Context: an optimization exercise on an open-source flow, tuned for small area, a short achievable clock period and few clock cycles. The choices shown serve that exercise and are no tape-out recipe.
Only simulation tests tie the RTL to the original design; equivalence was not proved.
Power and IR drop assume default switching activity.

before:
Design tdm_deframer, start of the top module:
module tdm_deframer (
    input  wire        clk,
    input  wire        rst,           
    input  wire        ev_valid,
    output wire        ev_ready,
    input  wire [7:0]  ev_hdr,
    input  wire [31:0] ev_pos,
    input  wire [31:0] ev_payload,
    output reg  [1:0]  want,          
    output wire        fatal,
    output wire        rec_valid,
    input  wire        rec_ready,
    output reg  [4:0]  rec_cls,
    output reg         rec_line,
    output reg  [3:0]  rec_slot,
    output reg  [3:0]  rec_field,
    output reg  [19:0] rec_value,
    output reg  [4:0]  rec_width,
    output reg  [31:0] rec_start,
    output reg  [31:0] rec_end
);
Size: roughly 180 I/O pins, ~17000 µm² of cells after synthesis.
==> flow/config.mk <==
export PLATFORM = sky130hd
export DESIGN_NAME = tdm_deframer
export DESIGN_NICKNAME = tdm_deframer
export VERILOG_FILES = /design/flow/design.v
export SDC_FILE = /design/flow/constraint.sdc
export NUM_CORES = 4
export LEC_CHECK = 0
export CAP_MARGIN = 20
export CORE_MARGIN = 2
export CORE_UTILIZATION = 50
export PLACE_DENSITY = 0.65
export SETUP_SLACK_MARGIN = 5
export SLEW_MARGIN = 20
==> flow/constraint.sdc <==
create_clock -name core_clock -period 10.0 [get_ports {clk}]
set_input_delay 2.0000 -clock core_clock [delete_from_list [all_inputs] [get_ports {clk}]]
set_output_delay 2.0000 -clock core_clock [all_outputs]
set_load 0.01 [all_outputs]
run.sh (not shown) runs the stock make flow with config.mk's settings and CLKGATE_MAP_FILE= SYNTH_SCRIPT=/design/flow/synth_recipe.tcl, a recipe that flattens the netlist after the stock synthesis.
Looking at the reports, before completed the entire flow and the layout it produced met the timing, DRC and antenna checks.
Testbench counts of before, summed over its fixed seeds: cycles 36,275.
--- input diff before..after ---
- SETUP_SLACK_MARGIN changed from 5 to 6.5
- BUFFER_PORTS_ARGS newly set to -buffer_cell sky130_fd_sc_hd__buf_1
==> flow/flow/run.sh (new file) <==
#!/bin/bash
# The standard layout (standard.sh: unchanged synthesis and ORFS steps) with two
# settings added to config.mk:
#  - every input and output port still gets a buffer, but a plain buf_1 rather than
#    the delay cell buffer_ports picks by default.
# standard.sh's full output goes to standard.log in this folder.
set -euo pipefail
cat >> config.mk <<'EOT'
export SETUP_SLACK_MARGIN = 6.5
export BUFFER_PORTS_ARGS = -buffer_cell sky130_fd_sc_hd__buf_1
EOT
bash standard.sh > standard.log 2>&1
==> flow/standard.sh (new file) <==
#!/bin/bash
# synth_recipe.tcl (not shown) runs the flow's synth.tcl, then flattens the netlist and writes it again
# the make line also repeats each setting of config.mk as NAME=value (left out here)
make -C /OpenROAD-flow-scripts/flow DESIGN_CONFIG=/design/flow/config.mk WORK_HOME=/design/flow/orfs CLKGATE_MAP_FILE= SYNTH_SCRIPT=/design/flow/synth_recipe.tcl "${@:-finish}"
removed: flow/run.sh
Notes after the runs:
From before to after the numbers moved as follows: maximum fanout encountered on the critical timing path moved down, die area level, share of synthesized registers carrying an async set or reset level, critical path depth moved down, number of multi-input combinational cells in the layout moved up.
Worst hold slack: before vs after — no meaningful difference
before reports its type of the setup path with the least slack as in -> reg while after reports reg -> out.
Wire: after routes more than before
The estimated power of after ends up lower than the estimate for before.

========
Another version of the RTL of tdm_deframer (not shown whole).
Size: roughly 370 flip-flops, roughly 180 I/O pins, ~0.016 mm² of cells after synthesis.
==> flow/config.mk <==
export PLATFORM = sky130hd
export DESIGN_NAME = tdm_deframer
export DESIGN_NICKNAME = tdm_deframer
export VERILOG_FILES = /design/flow/design.v
export SDC_FILE = /design/flow/constraint.sdc
export NUM_CORES = 4
export LEC_CHECK = 0
export CAP_MARGIN = 5
export CORE_MARGIN = 2
export CORE_UTILIZATION = 60
export CTS_CLUSTER_DIAMETER = 80
export CTS_CLUSTER_SIZE = 24
export PLACE_DENSITY = 0.72
export SLEW_MARGIN = 5
export TNS_END_PERCENT = 5
export SETUP_SLACK_MARGIN = 6.0
export BUFFER_PORTS_ARGS = -buffer_cell sky130_fd_sc_hd__buf_1
==> flow/constraint.sdc <==
create_clock -name core_clock -period 10.0 [get_ports {clk}]
set_input_delay 2.0000 -clock core_clock [delete_from_list [all_inputs] [get_ports {clk}]]
set_output_delay 2.0000 -clock core_clock [all_outputs]
set_load 0.01 [all_outputs]
standard.sh (not shown) runs the stock make flow with config.mk's settings and CLKGATE_MAP_FILE= SYNTH_SCRIPT=/design/flow/synth_recipe.tcl, a recipe that flattens the netlist after the stock synthesis.
==> flow/flow/run.sh <==
#!/bin/bash
# The standard layout (standard.sh: unchanged synthesis and ORFS steps) with two
# settings added to config.mk:
#  - every input and output port still gets a buffer, but a plain buf_1 rather than
#    the delay cell buffer_ports picks by default.
# standard.sh's full output goes to standard.log in this folder.
set -euo pipefail
cat >> config.mk <<'EOT'
export SETUP_SLACK_MARGIN = 6.0
export BUFFER_PORTS_ARGS = -buffer_cell sky130_fd_sc_hd__buf_1
EOT
bash standard.sh > standard.log 2>&1
Testbench counts at the start, summed over its fixed seeds: cycles 36,275.
Rerun with:
--- a/flow/flow/run.sh
+++ b/flow/flow/run.sh
@@ -7,5 +7,5 @@
 set -euo pipefail
 cat >> config.mk <<'EOT'
-export SETUP_SLACK_MARGIN = 6.0
+export SETUP_SLACK_MARGIN = 6.1
 export BUFFER_PORTS_ARGS = -buffer_cell sky130_fd_sc_hd__buf_1
 EOT
--- a/flow/config.mk
+++ b/flow/config.mk
@@ -13,5 +13,5 @@
 export PLACE_DENSITY = 0.72
 export SLEW_MARGIN = 5
-export TNS_END_PERCENT = 5
-export SETUP_SLACK_MARGIN = 6.0
+export TNS_END_PERCENT = 2
+export SETUP_SLACK_MARGIN = 6.1
 export BUFFER_PORTS_ARGS = -buffer_cell sky130_fd_sc_hd__buf_1
Routed wire length rose by 1.5%.
Sequential share of layout area fell by 0.38 points.
First-iteration DRC count rose by 7.8%.
Rerun with:
--- a/flow/flow/run.sh
+++ b/flow/flow/run.sh
@@ -7,5 +7,5 @@
 set -euo pipefail
 cat >> config.mk <<'EOT'
-export SETUP_SLACK_MARGIN = 6.1
+export SETUP_SLACK_MARGIN = 6.5
 export BUFFER_PORTS_ARGS = -buffer_cell sky130_fd_sc_hd__buf_1
 EOT
--- a/flow/config.mk
+++ b/flow/config.mk
@@ -13,5 +13,5 @@
 export PLACE_DENSITY = 0.72
 export SLEW_MARGIN = 5
-export TNS_END_PERCENT = 2
-export SETUP_SLACK_MARGIN = 6.1
+export TNS_END_PERCENT = 5
+export SETUP_SLACK_MARGIN = 6.5
 export BUFFER_PORTS_ARGS = -buffer_cell sky130_fd_sc_hd__buf_1
Total power stays flat.
Fmax increases by 0.60%.
Via count increases by 1.0%.

[afterwards: timing with drivers on the ports]
How much do the figures lean on ideal ports? The routed layouts below were timed once more, with nothing changed but the port constraints. Step 1: set_driving_cell puts a clkbuf_16 on clk and a buf_2 on each other input, an assumption about the parent block. Step 2 moves the port delays by t, midway between the first and last clock arrival at a register: inputs arrive t later, outputs are due t later. That takes back most of the time a late clock gives input paths. a / b / c = no drivers / after step 1 / after step 2; a / b = the first two.
| run | t (ns) | setup slack, ns | hold WS [ns] | latest minus earliest clock arrival (ns) | cell pins on the clock port's net |
|---|---|---|---|---|---|
| before | 0.572 | 5.234 / 5.268 / 4.697 | 0.420 / 0.420 / 0.420 | 0.021 / 0.021 | 1 |
| after | 0.585 | 5.956 / 5.902 / 5.429 | 0.418 / 0.418 / 0.418 | 0.020 / 0.019 | 1 |
| the first run of note 2 | 0.564 | 5.986 / 5.937 / 5.467 | 0.447 / 0.447 / 0.447 | 0.015 / 0.015 | 1 |
| the second run of note 2 | 0.564 | 5.970 / 5.919 / 5.468 | 0.411 / 0.411 / 0.411 | 0.017 / 0.018 | 1 |
| the third run of note 2 | 0.562 | 5.994 / 5.943 / 5.570 | 0.407 / 0.407 / 0.407 | 0.018 / 0.018 | 1 |
After both steps setup and hold are still met in every run listed. For before, which loses most, drivers alone change the setup slack by +0.034 ns; drivers and shift together by -0.537 ns.
